This design comes from an exercise in tuning for small area, a short achievable clock period and few clock cycles per item on the open sky130 flow, not from production work.
Function was checked by simulation only, so behaviour that the tests miss may differ from the original.
Power is estimated from default activity; no workload was simulated.

== before ==
==> flow/design.v <==
module vesc_cmd_encoder (
    input  wire        clk,
    input  wire        rst,          
    input  wire        in_valid,
    output wire        in_ready,
    input  wire [2:0]  in_cmd,       
    input  wire [63:0] in_arg,       
    output reg         out_valid,
    input  wire        out_ready,
    output reg  [1:0]  out_status,   
    output reg  [3:0]  out_len,      
    output reg  [79:0] out_frame     
);
    reg v0, v1, xv;
    reg rdy;                               
    wire adv = ~xv;                        
    wire ld  = ~out_valid | out_ready;     
    assign in_ready = rdy;
    reg [2:0]  c0;
    reg [63:0] a0;
    reg        kA, kB, kC, kD, sv0;
    always @(posedge clk) begin
        if (adv) begin
            c0  <= in_cmd;
            a0  <= in_arg;
            kA  <= (in_cmd == 3'd0) | (in_cmd == 3'd1) | (in_cmd == 3'd5);    
            kB  <= (in_cmd == 3'd3) | (in_cmd == 3'd4) | (in_cmd == 3'd7);    
            kC  <= (in_cmd == 3'd2);                                          
            kD  <= (in_cmd == 3'd6);                                          
            sv0 <= (in_cmd == 3'd7);
        end
    end
    function geq_t(input [52:0] mv, input [52:0] tv);
        reg [63:0] g, e;
        integer i, l;
        begin
            g = 64'd0;
            e = {64{1'b1}};
            for (i = 0; i < 53; i = i + 1) begin
                g[i] = mv[i] & ~tv[i];
                e[i] = ~(mv[i] ^ tv[i]);
            end
            for (l = 1; l < 64; l = l * 2)
                for (i = 0; i < 64; i = i + 2 * l) begin
                    g[i] = g[i + l] | (e[i + l] & g[i]);
                    e[i] = e[i + l] & e[i];
                end
            geq_t = g[0] | e[0];
        end
    endfunction
    wire has_arg0 = c0[2] | c0[1];
    wire        s0      = a0[63];
    wire [10:0] e0      = a0[62:52];
    wire [51:0] f0      = a0[51:0];
    wire        enz0    = |e0;
    wire [52:0] m0      = {enz0, f0};
    wire [10:0] eeff0   = {e0[10:1], e0[0] | ~enz0};
    wire        nonfin0 = &e0;
    wire        fnz0    = |f0;
    wire        gt_one0 = e0[10] | ((e0 == 11'h3FF) & fnz0);
    wire        dom0    = kC ? gt_one0 :
                          sv0 ? (gt_one0 | (s0 & (enz0 | fnz0))) : 1'b0;
    wire [12:0] sh0    = (kA ? 13'd1055 : kB ? 13'd1045 : kC ? 13'd1038 : 13'd1035) - {2'b0, eeff0};
    wire        shneg0 = sh0[12];
    wire        zero0  = ~has_arg0 | (~sh0[12] & (sh0[11:0] > 12'd34));
    wire        dp = kA | (kB & geq_t(m0, 53'd4611686018427388)) |
                     (kC & geq_t(m0, 53'd5902958103587057)) |
                     (kD & geq_t(m0, 53'd4722366482869646));
    wire [69:0] mw = {17'd0, m0};
    wire [69:0] t1 = mw << 14;
    wire [69:0] t2 = ~((kB ? (mw << 9) : 70'd0) | (kC ? (mw << 12) : 70'd0) |
                       (kD ? (mw << 10) : 70'd0)) & {70{~kA}};
    wire [69:0] t3 = (kB ? (mw << 7) : 70'd0) | ((kC | kD) ? (mw << 8) : 70'd0);
    wire [69:0] t4 = kC ? ~(mw << 6) : kD ? (mw << 3) : 70'd0;
    wire [69:0] t5 = (kC ? (mw << 4) : 70'd0) | (kD ? mw : 70'd0);
    wire [69:0] t6 = kC ? (mw << 2) : 70'd0;
    reg  [69:0] th;
    integer j;
    always @(*) begin
        th = {56'd0, dp, ~dp, 12'd0};
        for (j = 33; j < 70; j = j + 1)
            th[j] = s0 ? (j - 33 >= sh0[5:0]) : (j - 33 == sh0[5:0]);
    end
    wire [69:0] ww = t1 + t2 + t3 + t4 + t5 + t6 + th + {68'd0, kC, ~kA};    
    wire [35:0] r0 = ww[69:34];
    reg [35:0] r1;
    reg [2:0]  c1;
    reg        s1, zero1, nonfin1, rng1;
    reg [5:0]  sh1;
    always @(posedge clk) begin
        if (adv) begin
            r1 <= r0; c1 <= c0; s1 <= s0; sh1 <= sh0[5:0];
            zero1 <= zero0; nonfin1 <= nonfin0 & has_arg0; rng1 <= has_arg0 & (dom0 | shneg0);
        end
    end
    wire        zq1   = zero1 | r1[35];
    wire [35:0] f     = r1 >> sh1;
    wire [31:0] q1    = zq1 ? 32'd0 : (f[31:0] ^ {32{s1}});
    wire        ovf1  = ~zq1 & (|f[35:31]);
    wire [1:0]  st1   = nonfin1 ? 2'd1 : (rng1 | ovf1) ? 2'd2 : 2'd0;
    reg [31:0] qx;
    reg [1:0]  stx;
    reg [2:0]  cx;
    always @(posedge clk) begin
        if (adv) begin
            qx <= q1; stx <= st1; cx <= c1;
        end
    end
    wire [31:0] q      = xv ? qx : q1;
    wire [1:0]  status = xv ? stx : st1;
    wire [2:0]  c3     = xv ? cx : c1;
    wire        ok     = (status == 2'd0);
    wire        has_arg3 = c3[2] | c3[1];
    wire        w2_3     = (c3 == 3'd7);
    wire        w4_3     = has_arg3 & ~w2_3;
    reg  [7:0]  cmd_id3;
    always @(*) begin
        case (c3)
            3'd0: cmd_id3 = 8'h00;
            3'd1: cmd_id3 = 8'h04;
            3'd2: cmd_id3 = 8'h05;
            3'd3: cmd_id3 = 8'h06;
            3'd4: cmd_id3 = 8'h07;
            3'd5: cmd_id3 = 8'h08;
            3'd6: cmd_id3 = 8'h09;
            default: cmd_id3 = 8'h0C;
        endcase
    end
    function [15:0] crc16_byte(input [15:0] crc_in, input [7:0] data);
        integer b;
        reg [15:0] cc;
        begin
            cc = crc_in ^ {data, 8'h00};
            for (b = 0; b < 8; b = b + 1)
                cc = cc[15] ? ((cc << 1) ^ 16'h1021) : (cc << 1);
            crc16_byte = cc;
        end
    endfunction
    function [15:0] crc_q(input [31:0] qq);
        crc_q = crc16_byte(crc16_byte(crc16_byte(crc16_byte(16'h0, qq[31:24]), qq[23:16]),
                                      qq[15:8]), qq[7:0]);
    endfunction
    reg [15:0] crc_c;
    always @(*) begin
        case (c3)
            3'd0:    crc_c = crc16_byte(16'h0, 8'h00);
            3'd1:    crc_c = crc16_byte(16'h0, 8'h04);
            3'd7:    crc_c = crc16_byte(crc16_byte(crc16_byte(16'h0, 8'h0C), 8'h00), 8'h00);
            default: crc_c = crc16_byte(crc16_byte(crc16_byte(crc16_byte(crc16_byte(16'h0,
                                 cmd_id3), 8'h00), 8'h00), 8'h00), 8'h00);
        endcase
    end
    wire [15:0] crc = crc_c ^ crc_q(q);
    reg [79:0] frame;
    reg [3:0]  flen;
    always @(*) begin
        frame = 80'd0;
        flen  = 4'd0;
        if (ok) begin
            if (w4_3) begin
                flen  = 4'd10;
                frame = {8'h02, 8'h05, cmd_id3, q, crc, 8'h03};
            end else if (w2_3) begin
                flen  = 4'd8;
                frame = {8'h02, 8'h03, 8'h0C, q[15:0], crc, 8'h03, 16'd0};
            end else begin
                flen  = 4'd6;
                frame = {8'h02, 8'h01, cmd_id3, crc, 8'h03, 32'd0};
            end
        end
    end
    wire src_v = xv | (v1 & adv);
    wire xv_n  = ~rst & ~ld & (xv | v1);
    always @(posedge clk) begin
        if (rst) begin
            v0 <= 1'b0; v1 <= 1'b0; out_valid <= 1'b0;
        end else begin
            if (adv) begin
                v0 <= in_valid;
                v1 <= v0;
            end
            out_valid <= ld ? src_v : 1'b1;
        end
        xv  <= xv_n;
        rdy <= ~xv_n;
    end
    always @(posedge clk) begin
        if (ld) begin
            out_status <= status;
            out_len    <= flen;
            out_frame  <= frame;
        end
    end
endmodule
Settings: LEC_CHECK=0, CAP_MARGIN=20, CORE_MARGIN=2, CORE_UTILIZATION=40, SETUP_SLACK_MARGIN=2, SLEW_MARGIN=20; clock period 36.0 ns.
standard.sh (not shown) runs the stock make flow with config.mk's settings and CLKGATE_MAP_FILE= SYNTH_SCRIPT=/design/flow/synth_recipe.tcl, a recipe that flattens the netlist after the stock synthesis.
==> flow/flow/run.sh <==
#!/bin/bash
set -euo pipefail
bash standard.sh finish 'BUFFER_PORTS_ARGS=-buffer_cell sky130_fd_sc_hd__buf_2' SETUP_SLACK_MARGIN=27.6 TNS_END_PERCENT=100 > standard_finish.log 2>&1
The final layout from before, which completed every stage, passed the timing, design-rule and antenna checks at the end of the flow.
Testbench counts of before, summed over its fixed seeds: cycles 8,024, items 8,000.
#### Input delta (after over before)
==> flow/flow/run.sh <==
#!/bin/bash
set -euo pipefail
bash standard.sh finish 'BUFFER_PORTS_ARGS=-buffer_cell sky130_fd_sc_hd__buf_2' > standard_finish.log 2>&1
Results
Having completed the whole flow, before delivered a layout that passed the timing, design-rule and antenna checks. after: all stages complete, timing, DRC and antenna checks passed. Compared with before, after shows a lower final core area utilization. after vs before: clock network power share down in after. Looking at final cell count across after and before, the one that comes out lower is after. Total wire length after detailed routing (after vs. before) decreases slightly. | post-route worst setup slack | after vs before | 0.23 ns lower |. after ended up with a2111oi_0 as its slowest cell on the critical path; before ended up with edfxtp_1. There was hardly any difference in register bit total from synthesis between after and before. In after, relative area change from synthesis to final layout is lower than in before. As far as number of sequential cells in the layout goes, after and before are indistinguishable; the numbers are identical. The first-iteration DRC count in after was lower than what before gave. Number of antenna violations at the first check in global routing came out exactly the same in after and before.

* * *

Another version of the RTL of vesc_cmd_encoder (not shown whole).
Size in the first run: roughly 220 flip-flops, roughly 25000 µm² of cells after synthesis.
## vesc_cmd_encoder
module vesc_cmd_encoder (
    input  wire        clk,
    input  wire        rst,          
    input  wire        in_valid,
    output wire        in_ready,
    input  wire [2:0]  in_cmd,       
    input  wire [63:0] in_arg,       
    output reg         out_valid,
    input  wire        out_ready,
    output reg  [1:0]  out_status,   
    output reg  [3:0]  out_len,      
    output reg  [79:0] out_frame     
);
Settings: LEC_CHECK=0, CAP_MARGIN=20, CORE_MARGIN=2, CORE_UTILIZATION=40, SETUP_SLACK_MARGIN=2, SLEW_MARGIN=20; clock period 36.0 ns.
==> flow/flow/run.sh <==
#!/bin/bash
set -euo pipefail
bash standard.sh finish 'BUFFER_PORTS_ARGS=-buffer_cell sky130_fd_sc_hd__buf_2' \
    SETUP_SLACK_MARGIN=27.6 TNS_END_PERCENT=100 \
    CTS_BUF_LIST=sky130_fd_sc_hd__clkbuf_8 \
    > standard_finish.log 2>&1
The first run finished with timing, DRC and antenna clean.
Testbench counts at the start, summed over its fixed seeds: cycles 8,024, items 8,000.
Edit:
==> flow/flow/run.sh (replaced) <==
#!/bin/bash
set -euo pipefail
bash standard.sh finish 'BUFFER_PORTS_ARGS=-buffer_cell sky130_fd_sc_hd__buf_2' \
    SETUP_SLACK_MARGIN=27.6 TNS_END_PERCENT=100 CORE_UTILIZATION=80 \
    > standard_finish.log 2>&1
What happened: Routed wire length went up by a few percent. Global-route usage went up by 24 points. Clock-buffer cell count shrinks by 14. Register-to-register slack loses 0.29 ns. Utilization rises by 42 points. Critical path depth is unchanged. Clock skew drops by 0.032 ns. First-iteration DRC count goes up by well over a third.

-- port drivers added, routing unchanged --
No port has a modelled driver above. Below, the same layouts with a new extraction and two added sets of constraints.
Step 1 assumes that a clkbuf_16 drives the clock port and a buf_2 every other input.
Step 2 moves the port delays by t, midway between the first and last clock arrival at a register: inputs arrive t later, outputs are due t later. That takes back most of the time a late clock gives input paths.
Slacks: ideal ports / drivers / drivers and shift; pairs: ideal ports / drivers.
run | t (ns) | setup WS [ns] | cell pins on the clock port's net
before | 0.635 | 27.642 / 27.586 / 27.517 | 1
after | 0.635 | 27.409 / 27.409 / 27.409 | 1
the first run of note 2 | 0.669 | 27.564 / 27.501 / 27.466 | 1
the second run of note 2 | 0.601 | 27.650 / 27.597 / 27.446 | 1
After both steps setup and hold are still met in every run listed. The setup slack of the second run of note 2, which loses most, moves by -0.053 ns with the drivers and by -0.204 ns with both steps.
